This is an optimization exercise on Yosys and OpenROAD, whose aim is small area, a short achievable clock period and few clock cycles per item, not a production implementation. Where RTL was checked, it was by simulation tests only, not by an equivalence proof against the original. The clock port is modelled as an ideal driver, which makes a skipped or thinned clock tree look cheaper than it is; a real chip needs a root buffer or a tree. No activity file was given, so power comes from the tool's default toggle rates.

==> flow/design.v <==
module lfm_calibrator (
    input  wire        clk,
    input  wire        rst,
    input  wire        start,
    input  wire [15:0] scan1,
    input  wire [15:0] scan2,
    input  wire        smp_valid,
    output reg         smp_ready,
    input  wire [11:0] smp,
    output reg         done,
    output reg         cal_ok,
    output reg  [43:0] cal_num,
    output reg  [31:0] cal_den
);
    function [6:0] add6(input [5:0] a, input [5:0] b, input ci);
        integer i;
        reg c;
        begin
            c = ci;
            for (i = 0; i < 6; i = i + 1) begin
                add6[i] = a[i] ^ b[i] ^ c;
                c = (a[i] & b[i]) | (c & (a[i] ^ b[i]));
            end
            add6[6] = c;
        end
    endfunction
    function [8:0] inc8(input [7:0] a, input ci);
        integer i;
        reg c;
        begin
            c = ci;
            for (i = 0; i < 8; i = i + 1) begin
                inc8[i] = a[i] ^ c;
                c = a[i] & c;
            end
            inc8[8] = c;
        end
    endfunction
    reg st_idle;              
    reg st_c1;                
    reg st_c1b;               
    reg st_c1c;               
    reg st_c1d;               
    reg st_c1f;               
    reg st_c2;                
    reg st_fl;                
    reg st_num;               
    reg st_den;               
    reg        v_q;           
    reg [11:0] s_q;           
    reg        cnt15;
    reg [11:0] hs_lo;
    wire [15:0] cnt    = {cnt15, cal_den[31:17]};  
    wire [27:0] lo_sum = cal_num[27:0];           
    wire [15:0] hi_cnt = cal_den[16:1];
    reg [12:0] mid2;          
    reg [2:0]  lo_pc, hi_pc;  
    reg [15:0] lo_cnt;
    reg        lo_any, hi_any;  
    reg [5:0]  k;             
    reg        mb_l, mb_h;    
    wire        last  = (cnt == 16'd1);
    wire        take  = smp_valid && smp_ready;
    wire        last1 = st_c1 && smp_valid && (v_q ? (hi_cnt == 16'hFFFD) : (hi_cnt == 16'hFFFE));
    wire        lt_min = s_q < ~hs_lo;
    wire        gt_max = s_q > lo_sum[11:0];
    wire [12:0] smp2 = {s_q, 1'b0};
    wire        cls   = st_c2 && v_q;
    wire        is_lo = cls && (smp2 < mid2);
    wire        is_hi = cls && (smp2 > mid2);
    wire [11:0] sb = st_c2 ? s_q : st_c1c ? ~hs_lo : 12'd0;
    wire [6:0]  lo_a = add6(lo_sum[5:0],  sb[5:0],  1'b0);
    wire [6:0]  lo_b = add6(lo_sum[11:6], sb[11:6], lo_pc[0]);
    wire [8:0]  lo_c = inc8(lo_sum[19:12], lo_pc[1]);
    wire [8:0]  lo_d = inc8(lo_sum[27:20], lo_pc[2]);
    wire [6:0]  hi_a = add6(hs_lo[5:0],  sb[5:0],  1'b0);
    wire [6:0]  hi_b = add6(hs_lo[11:6], sb[11:6], hi_pc[0]);
    wire [8:0]  hi_c = inc8(cal_num[35:28], hi_pc[1]);
    wire [8:0]  hi_d = inc8(cal_num[43:36], hi_pc[2]);
    wire [16:0] nsum = {1'b0, cnt} + (mb_l ? {1'b0, hi_cnt} : 17'd0)
                                   + (mb_h ? {1'b0, lo_cnt} : 17'd0);
    wire        fl_end  = st_fl && (k == 6'd2);
    wire        num_end = st_num && (k == 6'd30);
    wire        den_end = st_den && (k == 6'd46);
    always @(posedge clk) begin
        s_q <= smp;
        v_q <= take;
        if (rst) begin
            st_idle   <= 1'b1;
            st_c1     <= 1'b0;
            st_c1b    <= 1'b0;
            st_c1c    <= 1'b0;
            st_c1d    <= 1'b0;
            cal_den[0]    <= 1'b0;
            st_c1f    <= 1'b0;
            st_c2     <= 1'b0;
            st_fl     <= 1'b0;
            st_num    <= 1'b0;
            st_den    <= 1'b0;
            smp_ready <= 1'b1;
            done      <= 1'b0;
        end else begin
            st_idle   <= (st_idle && !start) || den_end;
            st_c1     <= (st_idle && start) || (st_c1 && !last1);
            st_c1b    <= last1;
            st_c1c    <= st_c1b;
            st_c1d    <= st_c1c;
            cal_den[0]    <= st_c1d;
            st_c1f    <= cal_den[0];
            st_c2     <= st_c1f || (st_c2 && !(v_q && last));
            st_fl     <= (st_c2 && v_q && last) || (st_fl && !fl_end);
            st_num    <= fl_end || (st_num && !num_end);
            st_den    <= num_end || (st_den && !den_end);
            smp_ready <= !(last1 || st_c1b || st_c1c || st_c1d);
            done      <= den_end;
        end
        if (st_idle) begin
            {cnt15, cal_den[31:17]}    <= scan2;
            cal_den[16:1] <= ~scan1;
            lo_any <= 1'b0;
            hi_any <= 1'b0;
            cal_num[27:0] <= 28'd0;
            {cal_num[43:28], hs_lo} <= 28'd0;
            lo_pc  <= 3'd0;
            hi_pc  <= 3'd0;
            lo_cnt <= 16'd0;
            k      <= 6'd0;
        end
        if (st_c2 && v_q)
            {cnt15, cal_den[31:17]} <= cnt - 1'b1;
        if (((st_c1 || st_c1b) && v_q) || st_c1c || is_hi)
            cal_den[16:1] <= hi_cnt + 1'b1;
        if (is_lo) begin
            lo_cnt <= lo_cnt + 1'b1;
            lo_any <= 1'b1;
        end
        if (is_hi)
            hi_any <= 1'b1;
        if ((st_c1 || st_c1b) && v_q) begin
            if (lt_min) hs_lo <= ~s_q;
            if (gt_max) cal_num[11:0] <= s_q;
        end
        if (st_c1f) begin
            mid2   <= lo_sum[12:0];
            cal_num[27:0] <= 28'd0;
            {cal_num[43:28], hs_lo} <= 28'd0;
        end
        if (is_lo || st_fl || st_c1c || st_c1d || cal_den[0]) begin
            cal_num[27:0] <= {lo_d[7:0], lo_c[7:0], lo_b[5:0], lo_a[5:0]};
            lo_pc  <= {lo_c[8], lo_b[6], lo_a[6]};
        end
        if (is_hi || st_fl) begin
            {cal_num[43:28], hs_lo} <= {hi_d[7:0], hi_c[7:0], hi_b[5:0], hi_a[5:0]};
            hi_pc  <= {hi_c[8], hi_b[6], hi_a[6]};
        end
        if (st_fl || st_num || st_den)
            k <= k + 1'b1;
        mb_l <= (fl_end && lo_sum[0]) || (st_num && !num_end && lo_sum[1]);
        mb_h <= (fl_end && hs_lo[0]) || (st_num && !num_end && hs_lo[1])
             || (num_end && hi_cnt[0]) || (st_den && hi_cnt[1]);
        if (st_num) begin
            {cnt15, cal_den[31:17]}    <= num_end ? 16'd0 : nsum[16:1];
            cal_num[27:0] <= {nsum[0], lo_sum[27:1]};
            {cal_num[43:28], hs_lo} <= {num_end ? nsum[16:1] : {1'b0, cal_num[43:29]}, {cal_num[28], hs_lo[11:1]}};
            cal_ok <= lo_any && hi_any;
        end
        if (st_den) begin
            {cnt15, cal_den[31:17]}    <= nsum[16:1];
            cal_den[16:1] <= {nsum[0], hi_cnt[15:1]};
        end
    end
endmodule
Settings: LEC_CHECK=0, CAP_MARGIN=20, CORE_MARGIN=2, CORE_UTILIZATION=40, SLEW_MARGIN=20; clock period 15.0 ns.
standard.sh (not shown) runs the stock make flow with config.mk's settings and CLKGATE_MAP_FILE= SYNTH_SCRIPT=/design/flow/synth_recipe.tcl, a recipe that flattens the netlist after the stock synthesis.
==> flow/flow/run.sh <==
#!/bin/bash
# The standard layout, with every port buffered by a plain buf_1 instead of
# the delay buffer buffer_ports picks by default.
set -euo pipefail
export BUFFER_PORTS_ARGS="-buffer_cell sky130_fd_sc_hd__buf_1"
bash standard.sh > standard.log 2>&1
Testbench counts at the start, summed over its fixed seeds: cycles 235,945, items 96.
Change:
--- a/flow/design.v
+++ b/flow/design.v
@@ -41,11 +41,11 @@
     reg st_c1b;               
     reg st_c1c;               
     reg st_c1d;               
+    reg st_c1e;               
     reg st_c1f;               
     reg st_c2;                
     reg st_fl;                
     reg st_num;               
-    reg st_den;               
     reg        v_q;           
     reg [11:0] s_q;           
     reg        cnt15;
@@ -81,7 +81,7 @@
                                    + (mb_h ? {1'b0, lo_cnt} : 17'd0);
     wire        fl_end  = st_fl && (k == 6'd2);
     wire        num_end = st_num && (k == 6'd30);
-    wire        den_end = st_den && (k == 6'd46);
+    wire        den_end = cal_den[0] && (k == 6'd46);
     always @(posedge clk) begin
         s_q <= smp;
         v_q <= take;
@@ -91,12 +91,12 @@
             st_c1b    <= 1'b0;
             st_c1c    <= 1'b0;
             st_c1d    <= 1'b0;
-            cal_den[0]    <= 1'b0;
+            st_c1e    <= 1'b0;
             st_c1f    <= 1'b0;
             st_c2     <= 1'b0;
             st_fl     <= 1'b0;
             st_num    <= 1'b0;
-            st_den    <= 1'b0;
+            cal_den[0]    <= 1'b0;
             smp_ready <= 1'b1;
             done      <= 1'b0;
         end else begin
@@ -105,12 +105,12 @@
             st_c1b    <= last1;
             st_c1c    <= st_c1b;
             st_c1d    <= st_c1c;
-            cal_den[0]    <= st_c1d;
-            st_c1f    <= cal_den[0];
+            st_c1e    <= st_c1d;
+            st_c1f    <= st_c1e;
             st_c2     <= st_c1f || (st_c2 && !(v_q && last));
             st_fl     <= (st_c2 && v_q && last) || (st_fl && !fl_end);
             st_num    <= fl_end || (st_num && !num_end);
-            st_den    <= num_end || (st_den && !den_end);
+            cal_den[0]    <= num_end || (cal_den[0] && !den_end);
             smp_ready <= !(last1 || st_c1b || st_c1c || st_c1d);
             done      <= den_end;
         end
@@ -145,7 +145,7 @@
             cal_num[27:0] <= 28'd0;
             {cal_num[43:28], hs_lo} <= 28'd0;
         end
-        if (is_lo || st_fl || st_c1c || st_c1d || cal_den[0]) begin
+        if (is_lo || st_fl || st_c1c || st_c1d || st_c1e) begin
             cal_num[27:0] <= {lo_d[7:0], lo_c[7:0], lo_b[5:0], lo_a[5:0]};
             lo_pc  <= {lo_c[8], lo_b[6], lo_a[6]};
         end
@@ -153,18 +153,18 @@
             {cal_num[43:28], hs_lo} <= {hi_d[7:0], hi_c[7:0], hi_b[5:0], hi_a[5:0]};
             hi_pc  <= {hi_c[8], hi_b[6], hi_a[6]};
         end
-        if (st_fl || st_num || st_den)
+        if (st_fl || st_num || cal_den[0])
             k <= k + 1'b1;
         mb_l <= (fl_end && lo_sum[0]) || (st_num && !num_end && lo_sum[1]);
         mb_h <= (fl_end && hs_lo[0]) || (st_num && !num_end && hs_lo[1])
-             || (num_end && hi_cnt[0]) || (st_den && hi_cnt[1]);
+             || (num_end && hi_cnt[0]) || (cal_den[0] && hi_cnt[1]);
         if (st_num) begin
             {cnt15, cal_den[31:17]}    <= num_end ? 16'd0 : nsum[16:1];
             cal_num[27:0] <= {nsum[0], lo_sum[27:1]};
             {cal_num[43:28], hs_lo} <= {num_end ? nsum[16:1] : {1'b0, cal_num[43:29]}, {cal_num[28], hs_lo[11:1]}};
             cal_ok <= lo_any && hi_any;
         end
-        if (st_den) begin
+        if (cal_den[0]) begin
             {cnt15, cal_den[31:17]}    <= nsum[16:1];
             cal_den[16:1] <= {nsum[0], hi_cnt[15:1]};
         end
Effect:
- clock skew stays flat
- utilization is about the same
- clock power came out lower by 4.5%
- design area came out lower by 2.9%
- power came out lower by 2.4%
- setup slack gets worse by 130 ps
- via count came out lower by 5.7%
- worst hold slack gets worse by 8.9 ps
- routed wire length came out lower by 6.3%
- non-clock buffer count came out lower by 2
- first-iteration DRC count came out lower by 17%
- critical path depth came out higher by 1
Testbench counts after the change, summed over its fixed seeds: cycles 235,945, items 96.

---

Setup of JK:
Another version of the RTL of lfm_calibrator (not shown whole).
Size: roughly 1,100 cells after synthesis, about 130 I/O pins, about 0.011 mm² of cells after synthesis.
==> module lfm_calibrator, before the edit <==
module lfm_calibrator (
    input  wire        clk,
    input  wire        rst,
    input  wire        start,
    input  wire [15:0] scan1,
    input  wire [15:0] scan2,
    input  wire        smp_valid,
    output reg         smp_ready,
    input  wire [11:0] smp,
    output reg         done,
    output reg         cal_ok,
    output reg  [43:0] cal_num,
    output reg  [31:0] cal_den
);
    function [6:0] add6(input [5:0] a, input [5:0] b, input ci);
        integer i;
        reg c;
        begin
            c = ci;
            for (i = 0; i < 6; i = i + 1) begin
                add6[i] = a[i] ^ b[i] ^ c;
                c = (a[i] & b[i]) | (c & (a[i] ^ b[i]));
            end
            add6[6] = c;
        end
    endfunction
    function [8:0] inc8(input [7:0] a, input ci);
        integer i;
        reg c;
        begin
            c = ci;
            for (i = 0; i < 8; i = i + 1) begin
                inc8[i] = a[i] ^ c;
                c = a[i] & c;
            end
            inc8[8] = c;
        end
    endfunction
    reg st_idle;              
    reg st_c1;                
    reg st_c1c;               
    reg st_c1d;               
    reg st_c1e;               
    reg st_c1f;               
    reg st_c2;                
    reg st_fl;                
    reg st_num;               
    reg st_den;               
    reg        v_q;           
    reg [11:0] s_q;           
    reg        cnt15;         
    reg [11:0] hs_lo;         
    reg [12:0] mid2;          
    reg [2:0]  lo_pc;         
    reg [1:0]  hi_pc;         
    reg        hc_pc;         
    reg        sgate;         
    reg [15:0] lo_cnt;
    reg        lo_any, hi_any;  
    reg [5:0]  k;             
    reg        mb_l, mb_h;    
    wire [15:0] cnt    = {cnt15, cal_den[31:17]};
    wire [27:0] lo_sum = cal_num[27:0];    
    wire [15:0] hi_cnt = cal_den[16:1];    
    wire [2:0]  hi_pc3 = {cal_den[0], hi_pc};
    wire        last  = (cnt == 16'd1);
    wire        take  = smp_valid && sgate;
    wire        pre1  = v_q ? (lo_cnt == 16'hFFFD) : (lo_cnt == 16'hFFFE);
    wire        last1 = smp_valid && pre1;
    wire        lt_min = s_q < ~hs_lo;
    wire        gt_max = s_q > lo_sum[11:0];
    wire [12:0] smp2 = {s_q, 1'b0};
    wire        cls   = st_c2 && v_q;
    wire        is_lo = cls && (smp2 < mid2);
    wire        is_hi = cls && (smp2 > mid2);
    wire [11:0] sb = st_c1c ? ~hs_lo : s_q;
    wire [6:0]  lo_a = add6(lo_sum[5:0],  sb[5:0],  1'b0);
    wire [6:0]  lo_b = add6(lo_sum[11:6], sb[11:6], lo_pc[0]);
    wire [8:0]  lo_c = inc8(lo_sum[19:12], lo_pc[1]);
    wire [8:0]  lo_d = inc8(lo_sum[27:20], lo_pc[2]);
    wire [6:0]  hi_a = add6(hs_lo[5:0],  sb[5:0],  1'b0);
    wire [6:0]  hi_b = add6(hs_lo[11:6], sb[11:6], hi_pc3[0]);
    wire [8:0]  hi_c = inc8(cal_num[35:28], hi_pc3[1]);
    wire [8:0]  hi_d = inc8(cal_num[43:36], hi_pc3[2]);
    wire [8:0]  hc_a = inc8(hi_cnt[7:0],  st_c2);
    wire [8:0]  hc_b = inc8(hi_cnt[15:8], hc_pc);
    wire [16:0] nsum = {1'b0, cnt} + (mb_l ? {1'b0, hi_cnt} : 17'd0)
                                   + (mb_h ? {1'b0, lo_cnt} : 17'd0);
    wire        fl_end  = st_fl && (k == 6'd2);
    wire        num_end = st_num && (k == 6'd30);
    wire        den_end = st_den && (k == 6'd46);
    wire        rdy_nx  = (st_idle && start) || (st_c1 && smp_ready && !last1)
                       || st_c1e || st_c1f || (st_c2 && !(v_q && last));
    wire        idle_nx = (st_idle && !start) || den_end;
    always @(posedge clk) begin
        s_q <= take ? smp : 12'd0;
        v_q <= take;
        if (rst) begin
            st_idle    <= 1'b1;
            st_c1      <= 1'b0;
            st_c1c     <= 1'b0;
            st_c1d     <= 1'b0;
            st_c1e     <= 1'b0;
            st_c1f     <= 1'b0;
            st_c2      <= 1'b0;
            st_fl      <= 1'b0;
            st_num     <= 1'b0;
            st_den     <= 1'b0;
            smp_ready  <= 1'b0;
            sgate      <= 1'b1;
            done       <= 1'b0;
        end else begin
            st_idle    <= idle_nx;
            st_c1      <= (st_idle && start) || (st_c1 && smp_ready);
            st_c1c     <= st_c1 && !smp_ready;
            st_c1d     <= st_c1c;
            st_c1e     <= st_c1d;
            st_c1f     <= st_c1e;
            st_c2      <= st_c1f || (st_c2 && !(v_q && last));
            st_fl      <= (st_c2 && v_q && last) || (st_fl && !fl_end);
            st_num     <= fl_end || (st_num && !num_end);
            st_den     <= num_end || (st_den && !den_end);
            smp_ready  <= rdy_nx;
            sgate      <= rdy_nx || idle_nx;
            done       <= den_end;
        end
        if (st_idle) begin
            {cnt15, cal_den[31:17]} <= scan2;
            cal_den[16:1] <= 16'd0;
            hc_pc  <= 1'b0;
            lo_cnt <= ~scan1;
            lo_any <= 1'b0;
            hi_any <= 1'b0;
            cal_num[27:0] <= 28'd0;
            {cal_num[43:28], hs_lo} <= 28'd0;
            lo_pc  <= 3'd0;
            {cal_den[0], hi_pc} <= 3'd0;
            k      <= 6'd0;
        end
        if (st_c2 && v_q)
            {cnt15, cal_den[31:17]} <= cnt - 1'b1;
        if ((st_c1 && v_q) || st_c1c || is_lo)
            lo_cnt <= lo_cnt + 1'b1;
        if (is_lo)
            lo_any <= 1'b1;
        if (is_hi)
            hi_any <= 1'b1;
        if (st_c1 && v_q) begin
            if (lt_min) hs_lo <= ~s_q;
            if (gt_max) cal_num[11:0] <= s_q;
        end
        if (st_c1f) begin
            mid2   <= lo_sum[12:0];
            cal_num[27:0] <= 28'd0;
            {cal_num[43:28], hs_lo} <= 28'd0;
        end
        if (is_lo || st_fl || st_c1c || st_c1d || st_c1e) begin
            cal_num[27:0] <= {lo_d[7:0], lo_c[7:0], lo_b[5:0], lo_a[5:0]};
            lo_pc  <= {lo_c[8], lo_b[6], lo_a[6]};
        end
        if (is_hi || st_fl) begin
            {cal_num[43:28], hs_lo} <= {hi_d[7:0], hi_c[7:0], hi_b[5:0], hi_a[5:0]};
            {cal_den[0], hi_pc} <= {hi_c[8], hi_b[6], hi_a[6]};
            cal_den[16:1] <= {hc_b[7:0], hc_a[7:0]};
            hc_pc  <= hc_a[8];
        end
        if (st_fl || st_num || st_den)
            k <= k + 1'b1;
        mb_l <= (fl_end && lo_sum[0]) || (st_num && !num_end && lo_sum[1]);
        mb_h <= (fl_end && hs_lo[0]) || (st_num && !num_end && hs_lo[1])
             || (num_end && hi_cnt[0]) || (st_den && hi_cnt[1]);
        if (st_num) begin
            {cnt15, cal_den[31:17]} <= num_end ? 16'd0 : nsum[16:1];
            cal_num[27:0] <= {nsum[0], lo_sum[27:1]};
            {cal_num[43:28], hs_lo} <= {num_end ? nsum[16:1] : {1'b0, cal_num[43:29]},
                                        cal_num[28], hs_lo[11:1]};
            cal_ok <= lo_any && hi_any;
        end
        if (st_den) begin
            {cnt15, cal_den[31:17]} <= nsum[16:1];
            cal_den[16:1] <= {nsum[0], hi_cnt[15:1]};
        end
    end
endmodule
export LEC_CHECK = 0
export CAP_MARGIN = 20
export CORE_MARGIN = 2
export CORE_UTILIZATION = 65
export SLEW_MARGIN = 20
create_clock -name core_clock -period 15.0 [get_ports {clk}]
==> flow/flow/run.sh <==
#!/bin/bash
# The standard layout, with two changes:
# - every port is buffered by a plain buf_1 instead of the delay buffer
#   buffer_ports picks by default;
# - after CTS, flow/myclk.tcl replaces the clock tree CTS built (a root
#   buffer under the port feeding an H-tree of leaf buffers) by two balanced
#   levels of clkbuf_8: four buffers under the port, each feeding buffers at
#   the centres of clusters of flip-flops.
set -euo pipefail
export BUFFER_PORTS_ARGS="-buffer_cell sky130_fd_sc_hd__buf_1"
export POST_CTS_TCL="$PWD/flow/myclk.tcl"
bash standard.sh > standard.log 2>&1
Other scripts of this flow, unchanged in this note and not shown: flow/flow/myclk.tcl
The following lists how MS was set up differently from JK:
--- a/flow/design.v
+++ b/flow/design.v
@@ -51,23 +51,22 @@
     reg        cnt15;         
     reg [11:0] hs_lo;         
     reg [12:0] mid2;          
     reg [2:0]  lo_pc;         
     reg [1:0]  hi_pc;         
     reg        hc_pc;         
-    reg        sgate;         
     reg [15:0] lo_cnt;
     reg        lo_any, hi_any;  
     reg [5:0]  k;             
     reg        mb_l, mb_h;    
     wire [15:0] cnt    = {cnt15, cal_den[31:17]};
     wire [27:0] lo_sum = cal_num[27:0];    
     wire [15:0] hi_cnt = cal_den[16:1];    
     wire [2:0]  hi_pc3 = {cal_den[0], hi_pc};
     wire        last  = (cnt == 16'd1);
-    wire        take  = smp_valid && sgate;
+    wire        take  = smp_valid && smp_ready;
     wire        pre1  = v_q ? (lo_cnt == 16'hFFFD) : (lo_cnt == 16'hFFFE);
     wire        last1 = smp_valid && pre1;
     wire        lt_min = s_q < ~hs_lo;
     wire        gt_max = s_q > lo_sum[11:0];
     wire [12:0] smp2 = {s_q, 1'b0};
     wire        cls   = st_c2 && v_q;
@@ -86,15 +85,12 @@
     wire [8:0]  hc_b = inc8(hi_cnt[15:8], hc_pc);
     wire [16:0] nsum = {1'b0, cnt} + (mb_l ? {1'b0, hi_cnt} : 17'd0)
                                    + (mb_h ? {1'b0, lo_cnt} : 17'd0);
     wire        fl_end  = st_fl && (k == 6'd2);
     wire        num_end = st_num && (k == 6'd30);
     wire        den_end = st_den && (k == 6'd46);
-    wire        rdy_nx  = (st_idle && start) || (st_c1 && smp_ready && !last1)
-                       || st_c1e || st_c1f || (st_c2 && !(v_q && last));
-    wire        idle_nx = (st_idle && !start) || den_end;
     always @(posedge clk) begin
         s_q <= take ? smp : 12'd0;
         v_q <= take;
         if (rst) begin
             st_idle    <= 1'b1;
             st_c1      <= 1'b0;
@@ -104,27 +100,26 @@
             st_c1f     <= 1'b0;
             st_c2      <= 1'b0;
             st_fl      <= 1'b0;
             st_num     <= 1'b0;
             st_den     <= 1'b0;
             smp_ready  <= 1'b0;
-            sgate      <= 1'b1;
             done       <= 1'b0;
         end else begin
-            st_idle    <= idle_nx;
+            st_idle    <= (st_idle && !start) || den_end;
             st_c1      <= (st_idle && start) || (st_c1 && smp_ready);
             st_c1c     <= st_c1 && !smp_ready;
             st_c1d     <= st_c1c;
             st_c1e     <= st_c1d;
             st_c1f     <= st_c1e;
             st_c2      <= st_c1f || (st_c2 && !(v_q && last));
             st_fl      <= (st_c2 && v_q && last) || (st_fl && !fl_end);
             st_num     <= fl_end || (st_num && !num_end);
             st_den     <= num_end || (st_den && !den_end);
-            smp_ready  <= rdy_nx;
-            sgate      <= rdy_nx || idle_nx;
+            smp_ready  <= (st_idle && start) || (st_c1 && smp_ready && !last1)
+                       || st_c1e || st_c1f || (st_c2 && !(v_q && last));
             done       <= den_end;
         end
         if (st_idle) begin
             {cnt15, cal_den[31:17]} <= scan2;
             cal_den[16:1] <= 16'd0;
             hc_pc  <= 1'b0;
==> results.txt <==
Synthesized cell count: JK vs MS — no meaningful difference. Compare MS and JK | TritonCTS sink count lower: MS. Against JK, MS comes in 1.4 points lower on net switching share of the total power. Compared with JK, MS shows a layout inverter count without the clock tree that is 1.0% higher. Compared JK against MS; share of the final layout cell area in sequential cells within noise. The wire length of the first global-routing pass reported for MS is greater than that of JK by 1.8%. MS and JK ended up with roughly the same area added between synthesis and finish. As far as utilization is concerned, MS and JK perform about the same. Number of global-route vias before repair across MS and JK: no real change. Post-detailed-route wirelength per cell of MS exceeds that of JK slightly.
Testbench counts of MS, summed over its fixed seeds: cycles 235,945, items 96.
The RTL of JK was laid out without a check of its function. No run of this note takes its clock network from TritonCTS; it comes from the design's own scripts or RTL.

## separate check: timing with driven ports
In the flow no input, the clock included, has a driving cell. The finished layouts below were timed again as built, in two steps. Step 1, drivers: a clkbuf_16 drives clk and a buf_2 each remaining input, both assumed. Step 2 times the ports against the registers' clock, not the clock port: input delays grow and output delays shrink by t, the midpoint of the rising clock arrivals with the driver on. a / b / c = ideal ports / drivers / drivers and shift; a / b = the first two.
| run | t (ns) | setup WS [ns] | clock arrival spread, ns | worst register clock-pin slew, ns |
|---|---|---|---|---|
| the first run of note 1 | 0.480 | 10.795 / 10.748 / 11.141 | 0.011 / 0.012 | 0.07 / 0.07 |
| the second run of note 1 | 0.480 | 10.668 / 10.618 / 10.798 | 0.016 / 0.015 | 0.07 / 0.07 |
| JK | 0.376 | 10.973 / 10.892 / 11.172 | 0.055 / 0.055 | 0.09 / 0.09 |
| MS | 0.369 | 10.800 / 10.719 / 10.977 | 0.051 / 0.051 | 0.10 / 0.10 |
After both steps every run listed still meets setup and hold.
